Background: an optimization exercise with open tools, aiming at small area. Do not read the settings as production practice.
In this exercise RTL edits were held to simulation tests only and were not proved equivalent to the original.
Power figures rest on the tool's default switching activity, not on a simulated workload.

## config.mk

```make
export PLATFORM = sky130hd
export DESIGN_NAME = rfg_ftc
export DESIGN_NICKNAME = rfg_ftc
export VERILOG_FILES = /design/flow/design.v
export SDC_FILE = /design/flow/constraint.sdc
export NUM_CORES = 4
export LEC_CHECK = 0
export CAP_MARGIN = 20
export CORE_MARGIN = 2
export CORE_UTILIZATION = 55
export CTS_BUF_LIST = sky130_fd_sc_hd__clkbuf_8
export CTS_CLUSTER_DIAMETER = 45
export CTS_CLUSTER_SIZE = 12
export SLEW_MARGIN = 20
```

## constraint.sdc

```tcl
create_clock -name core_clock -period 11.0 [get_ports {clk}]
set_input_delay 2.2000 -clock core_clock [delete_from_list [all_inputs] [get_ports {clk}]]
set_output_delay 2.2000 -clock core_clock [all_outputs]
set_load 0.01 [all_outputs]
```

## design.v

```verilog
module rfg_uart_tx #(
    parameter int BAUD_DIV = 8           
) (
    input  logic       clk,
    input  logic       rst,
    input  logic       start,
    input  logic [7:0] data,
    output logic       busy,
    output logic       done,
    output logic       txd
);
    localparam int CW = $clog2(BAUD_DIV);
    logic [CW-1:0] baud_cnt;
    logic [3:0]    bits_left;            
    logic          line;                 
    logic [7:0]    shreg;                
    assign busy = (bits_left != 4'd0);
    assign done = (bits_left == 4'd1) && (baud_cnt == '0);
    assign txd  = line;
    always_ff @(posedge clk) begin
        if (rst) begin
            bits_left <= '0;
            line      <= 1'b1;
        end else if (start) begin
            bits_left <= 4'd10;
            line      <= 1'b0;
        end else if (busy && baud_cnt == '0) begin
            bits_left <= bits_left - 4'd1;
            line      <= shreg[0];
        end
    end
    always_ff @(posedge clk) begin
        if (start) begin
            baud_cnt <= CW'(BAUD_DIV - 1);
            shreg    <= data;
        end else begin
            baud_cnt <= baud_cnt - 1'b1;
            if (baud_cnt == '0)
                shreg <= {1'b1, shreg[7:1]};
        end
    end
endmodule
module rfg_uart_rx #(
    parameter int BAUD_DIV = 8           
) (
    input  logic       clk,
    input  logic       rst,
    input  logic       rxd,
    output logic       valid,
    output logic [7:0] data,
    output logic       ferr
);
    localparam int CW = $clog2(BAUD_DIV);
    typedef enum logic [2:0] {
        S_IDLE  = 3'd0,
        S_START = 3'd1,
        S_DATA  = 3'd2,
        S_STOP  = 3'd3,
        S_BREAK = 3'd4
    } state_t;
    logic [1:0]    sync;
    logic          rx;
    state_t        state;
    logic [CW-1:0] baud_cnt;
    logic [2:0]    bit_idx;
    logic [7:0]    shreg;
    assign rx   = sync[1];
    assign data = shreg;
    assign ferr = valid && (state == S_BREAK);
    always_ff @(posedge clk) begin
        if (rst) begin
            sync  <= 2'b11;
            state <= S_IDLE;
            valid <= 1'b0;
        end else begin
            sync  <= {sync[0], rxd};
            valid <= 1'b0;
            case (state)
                S_IDLE:  if (!rx) state <= S_START;
                S_START: if (baud_cnt == '0) state <= rx ? S_IDLE : S_DATA;
                S_DATA:  if (baud_cnt == '0 && bit_idx == 3'd7) state <= S_STOP;
                S_STOP: begin
                    if (baud_cnt == '0) begin
                        valid <= 1'b1;
                        state <= rx ? S_IDLE : S_BREAK;
                    end
                end
                S_BREAK: if (rx) state <= S_IDLE;
                default: state <= S_IDLE;
            endcase
        end
    end
    always_ff @(posedge clk) begin
        if (state == S_IDLE)
            baud_cnt <= CW'(BAUD_DIV / 2 - 1);
        else
            baud_cnt <= baud_cnt - 1'b1;
        if (state == S_START)
            bit_idx <= '0;
        else if (state == S_DATA && baud_cnt == '0)
            bit_idx <= bit_idx + 3'd1;
        if (state == S_DATA && baud_cnt == '0)
            shreg <= {rx, shreg[7:1]};
    end
endmodule
module rfg_ftc #(
    parameter int          NUM_SESSIONS     = 4,
    parameter int          NUM_PORTS        = 4,
    parameter bit          CHECKSUM_XOR     = 1'b0,      
    parameter logic [7:0]  OPMAP_ID         = 8'h5A,
    parameter logic [15:0] RESET_ERROR_DATA = 16'h00FF,
    parameter int          BAUD_DIV         = 8,         
    parameter int          TICK_DIV         = 100        
) (
    input  logic                 clk,
    input  logic                 rst,
    input  logic [10:0]          bus_addr,
    input  logic [31:0]          bus_wdata,
    input  logic                 bus_we,
    input  logic                 bus_re,
    output logic [31:0]          bus_rdata,
    output logic                 irq,
    output logic [NUM_PORTS-1:0] txd,
    input  logic [NUM_PORTS-1:0] rxd,
    input  logic [NUM_PORTS-1:0] present
);
    localparam int NS = 4;
    localparam int NP = 4;
    localparam int TW = $clog2(TICK_DIV);
    localparam logic [1:0] PH_IDLE = 2'd0;
    localparam logic [1:0] PH_TX   = 2'd1;
    localparam logic [1:0] PH_RX   = 2'd2;
    localparam logic [3:0] E_NONE        = 4'd0;
    localparam logic [3:0] E_CONNECTION  = 4'd1;
    localparam logic [3:0] E_NOT_OPEN    = 4'd2;
    localparam logic [3:0] E_VALIDATION  = 4'd3;
    localparam logic [3:0] E_WR_TIMEOUT  = 4'd4;
    localparam logic [3:0] E_RD_TIMEOUT  = 4'd5;
    localparam logic [3:0] E_CKSUM       = 4'd6;
    localparam logic [3:0] E_UNSUPPORTED = 4'd7;
    localparam logic [3:0] E_ILLEGAL_OP  = 4'd8;
    localparam logic [3:0] E_GUARD_STATE = 4'd9;
    localparam logic [7:0] OP_OPEN   = 8'h01;
    localparam logic [7:0] OP_CLOSE  = 8'h02;
    localparam logic [7:0] OP_SEND   = 8'h03;
    localparam logic [7:0] OP_ENCODE = 8'h04;
    localparam logic [7:0] OP_DECODE = 8'h05;
    localparam logic [7:0] OP_GENTER = 8'h30;
    localparam logic [7:0] OP_GEXITN = 8'h31;
    localparam logic [7:0] OP_GEXITE = 8'h32;
    localparam logic [7:0] OP_GEXITF = 8'h33;
    localparam logic [7:0] WIRE_OPERATION_W = 8'h0B;
    function automatic logic [7:0] ck(input logic [7:0] b0, input logic [7:0] b1,
                                      input logic [7:0] b2, input logic [7:0] b3);
        ck = b0 + b1 + b2 + b3;
    endfunction
    function automatic logic [26:0] typed_op(input logic [7:0] op, input logic [15:0] d);
        logic        typed, mapped, valid;
        logic [7:0]  opc;
        logic [15:0] sd;
        typed  = 1'b1;
        mapped = 1'b1;
        valid  = 1'b1;
        opc    = 8'h00;
        sd     = 16'h0000;
        case (op)
            8'h10: begin opc = 8'h01; sd = d; valid = (d <= 16'd1000); end   
            8'h11: opc = 8'h02;                                              
            8'h12: begin opc = 8'h03; sd = d; valid = (d <= 16'd1000); end   
            8'h13: opc = 8'h04;                                              
            8'h14: begin opc = 8'h05; sd = d; valid = (d <= 16'd1000); end   
            8'h15: opc = 8'h06;                                              
            8'h16: begin opc = 8'h07; sd = d; valid = (d <= 16'd1000); end   
            8'h17: opc = 8'h08;                                              
            8'h18: begin opc = 8'h09; sd = d; valid = (d <= 16'd2);    end   
            8'h19: opc = 8'h0A;                                              
            8'h1A: begin opc = 8'h0B; sd = 16'h0001; end                     
            8'h1B: opc = 8'h0B;                                              
            8'h1C: opc = 8'h0C;                                              
            8'h1D: begin opc = 8'h0D; sd = RESET_ERROR_DATA; end             
            8'h1E: opc = 8'h0E;                                              
            8'h20, 8'h21, 8'h22, 8'h23: mapped = 1'b0;                       
            default: typed = 1'b0;
        endcase
        typed_op = {typed, mapped, valid, opc, sd};
    endfunction
    function automatic logic [15:0] inc16(input logic [15:0] a);
        logic c;
        c = 1'b1;
        for (int i = 0; i < 16; i++) begin
            inc16[i] = a[i] ^ c;
            c        = c & a[i];
        end
    endfunction
    function automatic logic [31:0] status_view(input logic [15:0] d);
        logic [1:0] mode;
        logic [3:0] src;
        mode = (d[7:5] <= 3'd2) ? d[6:5] : 2'd3;
        src  = (d[10:8] <= 3'd5) ? {1'b0, d[10:8]} : 4'hF;
        status_view = {d, 4'h0, d[15], d[14], d[12], d[11], src, mode, d[1], d[0]};
    endfunction
    logic [NS-1:0]        open_q, done_q, guard_q, ckv_q, rxdrop_q, rxferr_q, ovr_q, ie_q;
    logic [NS-1:0]        infl_q;                
    logic [NS-1:0][1:0]   phase_q, conn_q;
    logic [NS-1:0][3:0]   err_q;
    logic [NS-1:0][2:0]   gdis_q;                
    logic [NS-1:0][2:0]   rxcnt_q, txld_q, psel_q;
    logic [NS-1:0][7:0]   lastop_q, dev_q, rxck_q, expck_q;
    logic [NS-1:0][5:0]   respop_q;
    logic [NS-1:0][15:0]  wrt_q, rdt_q, cnt_q;
    logic [NS-1:0][31:0]  resp_q;
    logic [NS-1:0][39:0]  txf_q, cin_q;
    logic [NS-1:0][39:0]  rxf_q;                 
    logic [NP-1:0]        enable_q;
    logic [TW-1:0]        tick_cnt;
    logic                 tick;
    logic [NP-1:0]        tx_start, tx_busy, tx_done;
    logic [NP-1:0][7:0]   tx_data;
    logic [NP-1:0]        rx_valid, rx_ferr;
    logic [NP-1:0][7:0]   rx_data;
    genvar gp;
    generate
        for (gp = 0; gp < NP; gp++) begin : g_port
            rfg_uart_tx #(.BAUD_DIV(BAUD_DIV)) u_tx (
                .clk(clk), .rst(rst), .start(tx_start[gp]), .data(tx_data[gp]),
                .busy(tx_busy[gp]), .done(tx_done[gp]), .txd(txd[gp])
            );
            rfg_uart_rx #(.BAUD_DIV(BAUD_DIV)) u_rx (
                .clk(clk), .rst(rst), .rxd(rxd[gp]),
                .valid(rx_valid[gp]), .data(rx_data[gp]), .ferr(rx_ferr[gp])
            );
        end
    endgenerate
    assign tick = (tick_cnt == TW'(TICK_DIV - 1));
    always_ff @(posedge clk) begin
        if (rst || tick)
            tick_cnt <= '0;
        else
            tick_cnt <= TW'(inc16(16'(tick_cnt)));
    end
    logic [NP-1:0]      owned;
    logic [NP-1:0][1:0] owner;
    always_comb begin
        owned = '0;
        owner = '0;
        for (int q = 0; q < NP; q++)
            for (int s = 0; s < NS; s++)
                if (open_q[s] && psel_q[s] == 3'(q)) begin
                    owned[q] = 1'b1;
                    owner[q] = owner[q] | 2'(s);
                end
    end
    logic          wr_sess;
    logic [1:0]    ws;
    logic [3:0]    wo;
    logic [NS-1:0] wsel;
    assign wr_sess = bus_we && bus_addr[10:8] == 3'b000;
    assign ws      = bus_addr[7:6];
    assign wo      = bus_addr[5:2];
    always_comb
        for (int s = 0; s < NS; s++)
            wsel[s] = wr_sess && ws == 2'(s);
    logic        w_open, w_guard;
    logic [2:0]  w_psel;
    logic [7:0]  w_dev;
    logic [39:0] w_cin;
    assign w_open  = open_q[ws];
    assign w_guard = guard_q[ws];
    assign w_psel  = psel_q[ws];
    assign w_dev   = dev_q[ws];
    assign w_cin   = cin_q[ws];
    logic [7:0]  op;
    logic [26:0] t;
    logic [1:0]  open_cause;
    logic        L_end, L_start, L_open, L_close, L_guard_set, L_guard_clr;
    logic        L_conn, L_gdis, L_txf, L_dec;
    logic [3:0]  L_code;
    logic [2:0]  L_gdis_v;
    logic [7:0]  L_cmd;
    logic [15:0] L_data;
    logic [39:0] L_frame;
    logic [7:0]  dec_exp;
    always_comb begin
        op = bus_wdata[7:0];
        t  = typed_op(op, bus_wdata[31:16]);
        if (w_open)
            open_cause = 2'd0;
        else if (w_psel[2] || !present[w_psel[1:0]])
            open_cause = 2'd1;
        else if (owned[w_psel[1:0]])
            open_cause = 2'd2;
        else if (!enable_q[w_psel[1:0]])
            open_cause = 2'd3;
        else
            open_cause = 2'd0;
        L_end = 1'b1; L_code = E_NONE; L_start = 1'b0;
        L_open = 1'b0; L_close = 1'b0; L_guard_set = 1'b0; L_guard_clr = 1'b0;
        L_conn = 1'b0; L_gdis = 1'b0; L_gdis_v = 3'd0; L_txf = 1'b0; L_dec = 1'b0;
        L_cmd  = bus_wdata[15:8];
        L_data = bus_wdata[31:16];
        case (op)
            OP_OPEN: begin
                L_conn = 1'b1;
                L_open = !w_open && open_cause == 2'd0;
                if (open_cause != 2'd0)
                    L_code = E_CONNECTION;
            end
            OP_CLOSE: L_close = w_open;
            OP_SEND: begin
                if (!w_open) begin
                    L_code = E_NOT_OPEN;
                end else begin
                    L_end   = 1'b0;
                    L_start = 1'b1;
                end
            end
            OP_ENCODE: L_txf = 1'b1;
            OP_DECODE: L_dec = 1'b1;
            OP_GENTER: begin
                if (w_guard) begin
                    L_code = E_GUARD_STATE;
                end else begin
                    L_conn = 1'b1;
                    L_open = !w_open && open_cause == 2'd0;
                    if (open_cause != 2'd0)
                        L_code = E_CONNECTION;
                    else
                        L_guard_set = 1'b1;
                end
            end
            OP_GEXITN, OP_GEXITE: begin
                L_cmd  = WIRE_OPERATION_W;
                L_data = 16'h0000;
                if (!w_guard) begin
                    L_code = E_GUARD_STATE;
                end else if (!w_open) begin
                    L_guard_clr = 1'b1;
                    L_gdis      = 1'b1;
                    L_gdis_v    = E_NOT_OPEN[2:0];
                end else begin
                    L_end   = 1'b0;
                    L_start = 1'b1;
                end
            end
            OP_GEXITF: begin
                if (!w_guard) begin
                    L_code = E_GUARD_STATE;
                end else begin
                    L_close     = w_open;
                    L_guard_clr = 1'b1;
                    L_gdis      = 1'b1;
                    L_gdis_v    = 3'b111;
                end
            end
            default: begin
                L_cmd  = t[23:16];
                L_data = t[15:0];
                if (!t[26]) begin
                    L_code = E_ILLEGAL_OP;
                end else if (!t[24]) begin
                    L_code = E_VALIDATION;
                end else if (!t[25]) begin
                    L_code = E_UNSUPPORTED;
                end else if (!w_open) begin
                    L_code = E_NOT_OPEN;
                end else begin
                    L_end   = 1'b0;
                    L_start = 1'b1;
                end
            end
        endcase
        if (L_start)
            L_txf = 1'b1;
        L_frame = {ck(w_dev, L_cmd, L_data[15:8], L_data[7:0]),
                   L_data[7:0], L_data[15:8], L_cmd, w_dev};
        dec_exp = ck(w_cin[7:0], w_cin[15:8], w_cin[23:16], w_cin[31:24]);
    end
    logic [NS-1:0]      ld;
    logic [NS-1:0][7:0] ld_byte;
    for (genvar gs = 0; gs < NS; gs++) begin : g_sess
        logic        hp, rxv, rfe, txdn, pidle;
        logic [1:0]  pi;
        logic [7:0]  rdat;
        logic        active, in_tx, in_rx;
        logic        rx_store, rx_drop, rx_fe;
        logic [2:0]  rxcnt_e;
        logic        infl_e;
        logic [15:0] cnt_inc;
        logic        wctrl, la, lstart, ovr_set;
        logic        trans, complete, wr_to, rd_to, s_end, gx, match;
        logic [7:0]  rx4, exp;
        logic [2:0]  s_code;
        always_comb begin
            pi    = psel_q[gs][1:0];
            hp    = open_q[gs] && !psel_q[gs][2];
            rxv   = hp && rx_valid[pi];
            rfe   = rx_ferr[pi];
            rdat  = rx_data[pi];
            txdn  = hp && tx_done[pi];
            pidle = hp && (!tx_busy[pi] || tx_done[pi]);
            active = phase_q[gs] != PH_IDLE;
            in_tx  = phase_q[gs] == PH_TX;
            in_rx  = phase_q[gs] == PH_RX;
            rx_store = rxv && !rfe && active && rxcnt_q[gs] < 3'd5;
            rx_drop  = rxv && !rfe && !(active && rxcnt_q[gs] < 3'd5);
            rx_fe    = rxv && rfe;
            rxcnt_e  = rxcnt_q[gs] + 3'(rx_store);
            infl_e   = infl_q[gs] && !(txdn && in_tx);
            cnt_inc  = inc16(cnt_q[gs]);
            wctrl   = wsel[gs] && wo == 4'h0;
            la      = wctrl && !active;
            ovr_set = wctrl && active;
            lstart  = la && L_start;
            ld[gs] = (lstart || (in_tx && txld_q[gs] < 3'd5)) && pidle;
            case (txld_q[gs])
                3'd0:    ld_byte[gs] = dev_q[gs];
                3'd1:    ld_byte[gs] = txf_q[gs][15:8];
                3'd2:    ld_byte[gs] = txf_q[gs][23:16];
                3'd3:    ld_byte[gs] = txf_q[gs][31:24];
                default: ld_byte[gs] = txf_q[gs][39:32];
            endcase
            if (lstart)
                ld_byte[gs] = dev_q[gs];
            trans    = in_tx && txld_q[gs] == 3'd5 && !infl_e;
            complete = (in_rx || trans) && rxcnt_e == 3'd5;
            wr_to    = in_tx && !trans && tick && cnt_inc == wrt_q[gs];
            rd_to    = in_rx && !complete && tick && cnt_inc == rdt_q[gs];
            s_end    = complete || wr_to || rd_to;
            rx4      = (rxcnt_q[gs] == 3'd4 && rx_store) ? rdat : rxf_q[gs][39:32];
            exp      = ck(rxf_q[gs][7:0], rxf_q[gs][15:8], rxf_q[gs][23:16], rxf_q[gs][31:24]);
            match    = rx4 == exp;
            s_code   = complete ? (match ? 3'd0 : E_CKSUM[2:0]) :
                       wr_to ? E_WR_TIMEOUT[2:0] : E_RD_TIMEOUT[2:0];
            gx       = lastop_q[gs] == OP_GEXITN || lastop_q[gs] == OP_GEXITE;
        end
        always_ff @(posedge clk) begin
            if (rst) begin
                open_q[gs]   <= 1'b0; done_q[gs]   <= 1'b0; guard_q[gs]  <= 1'b0;
                ckv_q[gs]    <= 1'b0; rxdrop_q[gs] <= 1'b0; rxferr_q[gs] <= 1'b0;
                ovr_q[gs]    <= 1'b0; ie_q[gs]     <= 1'b0; infl_q[gs]   <= 1'b0;
                phase_q[gs]  <= PH_IDLE; conn_q[gs] <= 2'd0; err_q[gs]   <= E_NONE;
                gdis_q[gs]   <= 3'b111;
                rxcnt_q[gs]  <= 3'd0; txld_q[gs]   <= 3'd0; psel_q[gs]   <= 3'(gs);
                lastop_q[gs] <= 8'd0; dev_q[gs]    <= 8'd0; rxck_q[gs]   <= 8'd0;
                expck_q[gs]  <= 8'd0; respop_q[gs] <= 6'd0;
                wrt_q[gs]    <= 16'd1000; rdt_q[gs] <= 16'd1000; cnt_q[gs] <= 16'd0;
                resp_q[gs]   <= 32'd0; txf_q[gs]   <= 40'd0; cin_q[gs]   <= 40'd0;
            end else begin
                if (rx_drop)  rxdrop_q[gs] <= 1'b1;
                if (rx_fe)    rxferr_q[gs] <= 1'b1;
                if (ovr_set)  ovr_q[gs]    <= 1'b1;
                if (wsel[gs] && wo == 4'h1) begin
                    if (bus_wdata[2])  done_q[gs]   <= 1'b0;
                    if (bus_wdata[10]) rxdrop_q[gs] <= 1'b0;
                    if (bus_wdata[11]) rxferr_q[gs] <= 1'b0;
                    if (bus_wdata[12]) ovr_q[gs]    <= 1'b0;
                end
                if (wsel[gs] && wo == 4'h2)
                    ie_q[gs] <= bus_wdata[0];
                if (wsel[gs] && wo == 4'h3 && !open_q[gs]) begin
                    dev_q[gs]  <= bus_wdata[7:0];
                    psel_q[gs] <= bus_wdata[10:8];
                end
                if (wsel[gs] && wo == 4'h4 && !open_q[gs]) begin
                    wrt_q[gs] <= (bus_wdata[15:0]  == 16'd0) ? 16'd1 : bus_wdata[15:0];
                    rdt_q[gs] <= (bus_wdata[31:16] == 16'd0) ? 16'd1 : bus_wdata[31:16];
                end
                if (wsel[gs] && wo == 4'hB) cin_q[gs][31:0]  <= bus_wdata;
                if (wsel[gs] && wo == 4'hC) cin_q[gs][39:32] <= bus_wdata[7:0];
                if (rx_store)
                    case (rxcnt_q[gs])
                        3'd0:    rxf_q[gs][7:0]   <= rdat;
                        3'd1:    rxf_q[gs][15:8]  <= rdat;
                        3'd2:    rxf_q[gs][23:16] <= rdat;
                        3'd3:    rxf_q[gs][31:24] <= rdat;
                        default: rxf_q[gs][39:32] <= rdat;
                    endcase
                if (la) begin
                    lastop_q[gs] <= op;
                    done_q[gs]   <= L_end;
                    err_q[gs]    <= L_end ? L_code : E_NONE;
                    if (L_conn)      conn_q[gs]  <= open_cause;
                    if (L_open)      open_q[gs]  <= 1'b1;
                    if (L_close)     open_q[gs]  <= 1'b0;
                    if (L_guard_set) guard_q[gs] <= 1'b1;
                    if (L_guard_clr) guard_q[gs] <= 1'b0;
                    if (L_gdis)      gdis_q[gs]  <= L_gdis_v;
                    if (L_txf)       txf_q[gs]   <= L_frame;
                    if (L_dec) begin
                        resp_q[gs]   <= {w_cin[23:16], w_cin[31:24], w_cin[15:8], w_cin[7:0]};
                        respop_q[gs] <= OP_DECODE[5:0];
                        rxck_q[gs]   <= w_cin[39:32];
                        expck_q[gs]  <= dec_exp;
                        ckv_q[gs]    <= w_cin[39:32] == dec_exp;
                    end
                end
                if (lstart) begin
                    phase_q[gs] <= PH_TX;
                    cnt_q[gs]   <= 16'd0;
                    rxcnt_q[gs] <= 3'd0;
                    txld_q[gs]  <= 3'(ld[gs]);
                    infl_q[gs]  <= ld[gs];
                end else begin
                    rxcnt_q[gs] <= rxcnt_e;
                    infl_q[gs]  <= infl_e || ld[gs];
                    if (ld[gs])
                        txld_q[gs] <= txld_q[gs] + 3'd1;
                    if (trans)
                        cnt_q[gs] <= 16'd0;
                    else if (tick && active)
                        cnt_q[gs] <= cnt_inc;
                    if (trans)
                        phase_q[gs] <= PH_RX;
                end
                if (complete) begin
                    rxck_q[gs]  <= rx4;
                    expck_q[gs] <= exp;
                    ckv_q[gs]   <= match;
                    if (match) begin
                        resp_q[gs]   <= {rxf_q[gs][23:16], rxf_q[gs][31:24],
                                         rxf_q[gs][15:8], rxf_q[gs][7:0]};
                        respop_q[gs] <= lastop_q[gs][5:0];
                    end
                end
                if (s_end) begin
                    phase_q[gs] <= PH_IDLE;
                    done_q[gs]  <= 1'b1;
                    if (gx) begin
                        gdis_q[gs]  <= s_code;
                        open_q[gs]  <= 1'b0;
                        guard_q[gs] <= 1'b0;
                    end else begin
                        err_q[gs] <= {1'b0, s_code};
                    end
                end
            end
        end
    end
    always_comb begin
        for (int q = 0; q < NP; q++) begin
            tx_start[q] = 1'b0;
            tx_data[q]  = 8'h00;
            for (int s = 0; s < NS; s++)
                if (psel_q[s][1:0] == 2'(q) && ld[s]) begin
                    tx_start[q] = 1'b1;
                    tx_data[q]  = tx_data[q] | ld_byte[s];
                end
        end
    end
    always_ff @(posedge clk) begin
        if (rst)
            enable_q <= '1;
        else if (bus_we && bus_addr[10:2] == 9'b100000001)
            enable_q <= bus_wdata[NP-1:0];
    end
    logic [31:0] rd_val;
    always_comb begin
        logic [2:0]  rc;
        logic [39:0] rxm;
        logic [3:0]  e;
        rc  = rxcnt_q[ws];
        rxm = rxf_q[ws];
        for (int i = 0; i < 5; i++)
            if (rc <= 3'(i))
                rxm[8*i +: 8] = 8'h00;
        e = err_q[ws];
        rd_val = 32'h0;
        if (bus_addr[10:8] == 3'b000) begin
            case (bus_addr[5:2])
                4'h1: rd_val = {lastop_q[ws], &gdis_q[ws], gdis_q[ws], 1'b0, rc, 1'b0,
                                phase_q[ws], ovr_q[ws], rxferr_q[ws], rxdrop_q[ws], ckv_q[ws],
                                w_guard, e,
                                (e == E_WR_TIMEOUT || e == E_RD_TIMEOUT || e == E_CKSUM),
                                done_q[ws], (phase_q[ws] != PH_IDLE), w_open};
                4'h2: rd_val = {31'h0, ie_q[ws]};
                4'h3: rd_val = {21'h0, w_psel, w_dev};
                4'h4: rd_val = {rdt_q[ws], wrt_q[ws]};
                4'h5: rd_val = resp_q[ws];
                4'h6: rd_val = {2'b00, respop_q[ws], txf_q[ws][39:32], expck_q[ws], rxck_q[ws]};
                4'h7: rd_val = txf_q[ws][31:0];
                4'h8: rd_val = {24'h0, txf_q[ws][39:32]};
                4'h9: rd_val = rxm[31:0];
                4'hA: rd_val = {24'h0, rxm[39:32]};
                4'hB: rd_val = w_cin[31:0];
                4'hC: rd_val = {24'h0, w_cin[39:32]};
                4'hD: rd_val = status_view(resp_q[ws][31:16]);
                4'hE: rd_val = {cnt_q[ws], 5'h0, txld_q[ws] - 3'(infl_q[ws]), 1'b0, txld_q[ws],
                                2'b0, conn_q[ws]};
                default: rd_val = 32'h0;
            endcase
        end else if (bus_addr[10:6] == 5'b10000) begin
            case (bus_addr[5:2])
                4'h0: rd_val = {8'h01, OPMAP_ID, 7'h0, 1'b0, 4'(NP), 4'(NS)};
                4'h1: rd_val = 32'(enable_q);
                4'h2: for (int q = 0; q < NP; q++)
                          rd_val[4*q +: 4] = owned[q] ? {2'b10, owner[q]} : 4'h0;
                4'h3: rd_val = {16'h0, 8'(tx_busy), 8'(present)};
                4'h4: rd_val = 32'(done_q & ie_q);
                default: rd_val = 32'h0;
            endcase
        end
    end
    always_ff @(posedge clk) begin
        if (rst || !bus_re)
            bus_rdata <= 32'h0;
        else
            bus_rdata <= rd_val;
    end
    assign irq = |(done_q & ie_q);
endmodule
```

## flow/run.sh

```bash
#!/bin/bash
# Layout flow: the standard flow (standard.sh), with three changes.
# * After the standard synthesis has written its netlist, the combinational
#   logic between the registers is mapped again by ABC for area (resyn.tcl);
#   the registers, their names and cell types, and the ports are left as the
#   standard synthesis made them. The standard flow goes on from that netlist.
# * Clock tree synthesis inserts no dummy loads (the tree is not padded to
#   balance its branches; timing is met without it).
# * Each input and output port gets its buffer as in the standard flow, but
#   a buf_2 rather than the default clkdlybuf4s50_1 delay cell.
# Each tool's full output goes to a log file of its own in this folder.
set -euo pipefail
W=$PWD
R=$W/orfs/results/$FLOW_PLATFORM/rfg_ftc/base

# 1. standard synthesis, up to its netlist
bash standard.sh "$R/1_2_yosys.v" > "$W/log_1_standard_synth.txt" 2>&1

# 2. re-map the combinational logic for area
YOSYS=$(command -v yosys || echo "$FLOW_HOME/../tools/install/yosys/bin/yosys")
cp "$R/1_2_yosys.v" "$W/standard_1_2_yosys.v"
RESYN_IN="$W/standard_1_2_yosys.v" RESYN_OUT="$W/resyn_1_2_yosys.v" \
    RESYN_LIB="$FLOW_HOME/platforms/$FLOW_PLATFORM/lib/sky130_fd_sc_hd__tt_025C_1v80.lib" \
    "$YOSYS" -c flow/resyn.tcl > "$W/log_2_resyn.txt" 2>&1
cp "$W/resyn_1_2_yosys.v" "$R/1_2_yosys.v"
touch "$R/1_2_yosys.v"

# 3. the rest of the standard flow, from the re-mapped netlist
CTS="-sink_clustering_enable -repair_clock_nets -dont_use_dummy_load"
CTS="$CTS -buf_list sky130_fd_sc_hd__clkbuf_8 -sink_clustering_size 12 -sink_clustering_max_diameter 45"
bash standard.sh "CTS_ARGS=$CTS" "BUFFER_PORTS_ARGS=-buffer_cell sky130_fd_sc_hd__buf_2" finish \
    > "$W/log_3_standard_layout.txt" 2>&1
```

## flow/resyn.tcl

```tcl
# Re-map the standard synthesis's combinational logic for area. The register
# cells are kept as black boxes, so every register keeps its instance name and
# cell; the library's combinational cells are read as logic, flattened, and
# mapped again by ABC with an area-oriented script.
yosys -import
set lib $::env(RESYN_LIB)
read_liberty -ignore_miss_func $lib
read_verilog $::env(RESYN_IN)
hierarchy -top rfg_ftc
blackbox sky130_fd_sc_hd__*df* sky130_fd_sc_hd__*dl* sky130_fd_sc_hd__conb_*
flatten
opt_clean -purge
tee -o resyn_before.stat stat
abc -liberty $lib -dont_use *lpflow* -dont_use *probe* \
    -script {+strash;&get,-n;&fraig,-x;&put;scorr;dc2;strash;dc2;strash;&get,-n;&dch,-f;&nf,-R,1000,-p;&put}
setundef -zero
splitnets
opt_clean -purge
hilomap -singleton -hicell sky130_fd_sc_hd__conb_1 HI -locell sky130_fd_sc_hd__conb_1 LO
tee -o resyn_after.stat stat -liberty $lib
write_verilog -noattr -nohex -nodec $::env(RESYN_OUT)
```

## standard.sh

```bash
#!/bin/bash
# synth_recipe.tcl (not shown) runs the flow's synth.tcl, then flattens the netlist and writes it again
# the make line also repeats each setting of config.mk as NAME=value (left out here)
make -C /OpenROAD-flow-scripts/flow DESIGN_CONFIG=/design/flow/config.mk WORK_HOME=/design/flow/orfs CLKGATE_MAP_FILE= SYNTH_SCRIPT=/design/flow/synth_recipe.tcl "${@:-finish}"
```

==> summary.txt <==
Status
  – Run status: no timing/DRC/antenna violations

Critical path
  – Crit path launch type: input pin
  – Startpoint-to-endpoint class of the critical path: input pin to flop
  – Critical path capture point type: flop
  – Arr. time, crit path: 8.53 ns
  – Critical Path Fanout Max: 24
  – Required time worst endpoint: 11.81 ns

Timing
  – Share of the clock period used by the worst path after layout: 0.702
  – Final-report setup violation count: 0
  – Shortest clock period the worst path allows after layout: 7.72 ns
  – Setup Total Neg Slack: 0 ns
  – Worst slew slack as a fraction of its limit: 0.109
  – Unrepaired setup endpoints after global routing: no
  – Max frequency: 130 MHz
  – Final clock skew: 0.0732 ns
  – Least-Margin Pin Slew: 1.32 ns
  – Final count of pins violating max slew: 0
  – Hold violation total from the final report: 0

Detailed routing
  – Vias after detailed routing: 64,800
  – First-pass iteration count of the detailed router: 11
  – WL final: 293 mm
  – WL per Instance: 32.6 microns
  – Antenna violation net count after detailed routing: 0
  – DR iter-0 viols: 12,700
  – Number of remaining DRC errors: 0
  – Drt via density: 7.20

Finish
  – Filler instances: 9,846
  – Final Instance Area: 66,600 sq um
  – Share of cells above drive strength 1: 0.0699
  – Most common cell after layout, fill and taps aside: sky130_fd_sc_hd__nand2_1
  – Area growth, synth to finish: 10.6%
  – Multi-input combinational cell area: 33,000 sq um
  – Final-stage net count: 7,628
  – Commonest cells after routing, fill and taps aside: sky130_fd_sc_hd__nand2_1 (1,377), sky130_fd_sc_hd__dfxtp_1 (1,031), sky130_fd_sc_hd__a21oi_1 (921), sky130_fd_sc_hd__nor2_1 (761), sky130_fd_sc_hd__o21ai_0 (413)
  – FF/Latch Area: 27,400 sq um

Pwr
  – Lkg Pwr: 0.0211 uW
  – Peak ir drop on the vdd network: 0.000137 V
  – Ratio of total power to cell area: 120 nW/um^2

GRT
  – Wire length of the first global-routing pass: 414 mm
  – Vias in the first global route: 58,300
  – Initial antenna violation count: 34
  – Combined global-route utilization of all metal layers: 0.506
  – Pin count of the biggest net entering global routing: 177
  – Remaining global-route overflow: 0

Clocking
  – Cts bufs inserted: 157
  – Library cell used as clock root buffer: sky130_fd_sc_hd__clkbuf_8
  – Number of buffers inserted to repair setup after CTS: 0
  – Clock slew at the register clock pins of the worst setup and hold paths: 0.07 ns
  – Insertion delay to the later sink of the worst-skew pair: 0.90 ns
  – Cts repair resizes: 0
  – Total number of H-tree levels: 4
  – Sinks on Clock Net: 1,255
  – Clock Path Buffers: 3
  – Clock tree from TritonCTS: yes
  – Hold buffers post-CTS: 0

Placement
  – Placement Cell Area: 64,400 sq um
  – HPWL after detailed placement: 207 mm
  – Final RePlAce weighted congestion: 1.07
  – Count of port buffers added during placement: 89

Logic synthesis
  – Synthesized Nets: 7,173
  – Number of warnings reported in the yosys synthesis log: 3
  – Netlist area before placement: 60,200 sq um
  – Synthesized area per cell: 8.46 sq um
  – Gate count of the mapped netlist: 7,118

Die
  – Number of placement rows: 121
  – Die Span Y: 335 microns
  – Initial Utilization: 0.554
  – Overall die area: 112,000 sq um
  – Width of the die: 335 microns
  – Top Ports: 92
  – Placeable core area: 109,000 sq um

Flow run
  – Max-cap viol count: 0

Min path
  – Worst min-delay path category: flop to flop
sequential cells by signal, summed over array words and instances, names as in the netlist, 64 cells and up:
signal	count
rxf_q	160
cnt_q	64
txf_q	160
rdt_q	64
resp_q	128
wrt_q	64
cin_q	160
final cells by class:
type / instances / area share
inverter: 41 / 0.00235
tap: 1414 / 0.0266
clock buffer: 157 / 0.0324
antenna: 15 / 0.000564
multi-input combinational: 5822 / 0.496
timing repair buffer: 296 / 0.0313
sequential: 1255 / 0.411
where the power goes:
part,total [uW],internal [uW],leakage [uW],switching (uW)
sequential,4670,4660,0.0102,6.95
combinational,405,70.4,0.00971,334
clock,2950,1260,0.00113,1690
routing by layer:
layer  track usage  share of wire  up-vias
li1              -              -    27600
met1         0.631           0.35    30100
met2         0.710           0.40     5633
met3         0.185           0.16     1424
met4         0.383          0.098       26
met5             0        0.00065        -
metrics by stage:
stage / std cells / worst slack [ns] / power (uW) / utilization / hold WS, ns
after floorplan: 7118 / 1.70 / 4910 / - / 0.388
after CTS: 8981 / 3.18 / 7960 / 0.612 / 0.420
after global routing: 8987 / 2.93 / 8140 / 0.612 / 0.441
after detailed placement: 8824 / 2.30 / 5150 / 0.592 / 0.403
final: 9000 / 3.28 / 8020 / 0.613 / 0.420
after global placement: 8824 / 2.35 / 5140 / 0.592 / 0.394
path summary, 6_finish.rpt:
check                                             from                     end  slack (ns)  cells past startpoint
worst max-delay path                      bus_wdata[4]              txf_q[119]        3.28                     26
worst min-delay path            g_port[0].u_rx.sync[0]  g_port[0].u_rx.sync[1]        0.42                      1
worst max register to register               psel_q[1]              resp_q[17]        3.46                     14
worst min register to register  g_port[0].u_rx.sync[0]  g_port[0].u_rx.sync[1]        0.42                      1
critical path, stage by stage:
cell,delay (ns)
sky130_fd_sc_hd__buf_2,0.38
sky130_fd_sc_hd__or4_1,0.72
sky130_fd_sc_hd__nor2_1,0.17
sky130_fd_sc_hd__nand2_1,0.09
sky130_fd_sc_hd__or2_0,0.32
sky130_fd_sc_hd__o21ai_0,0.13
sky130_fd_sc_hd__or2_1,0.64
sky130_fd_sc_hd__a21oi_1,0.32
sky130_fd_sc_hd__or2_0,0.29
sky130_fd_sc_hd__a21oi_1,0.21
sky130_fd_sc_hd__nor2b_1,0.25
sky130_fd_sc_hd__nor2_1,0.10
sky130_fd_sc_hd__and2_0,0.16
sky130_fd_sc_hd__nor4_1,0.26
sky130_fd_sc_hd__nor2_1,0.07
sky130_fd_sc_hd__nor2_1,0.17
sky130_fd_sc_hd__nor2_1,0.07
sky130_fd_sc_hd__nor2_1,0.15
sky130_fd_sc_hd__nor2_1,0.07
sky130_fd_sc_hd__nor2_1,0.20
sky130_fd_sc_hd__clkinv_1,0.12
sky130_fd_sc_hd__maj3_1,0.40
sky130_fd_sc_hd__maj3_1,0.38
sky130_fd_sc_hd__xnor2_1,0.34
sky130_fd_sc_hd__o21ai_0,0.16
sky130_fd_sc_hd__nor2_1,0.12

-- port drivers added, routing unchanged --
The flow's constraints put no driver on any port. The routed layout listed below was extracted and timed again, unchanged, in two steps. Step 1 assumes that a clkbuf_16 drives the clock port and a buf_2 every other input. Step 2 times the ports against the registers' clock, not the clock port: input delays grow and output delays shrink by t, the midpoint of the rising clock arrivals with the driver on. Slacks: ideal ports / drivers / drivers and shift; pairs: ideal ports / drivers.
t (ns): 0.942
slack for setup (ns): 3.283 / 3.330 / 2.389
worst setup path after step 2: input to register
pins driven straight from the clock port: 1
After both steps setup and hold are still met in this run. For this run, drivers alone change the setup slack by +0.047 ns; drivers and shift together by -0.894 ns.
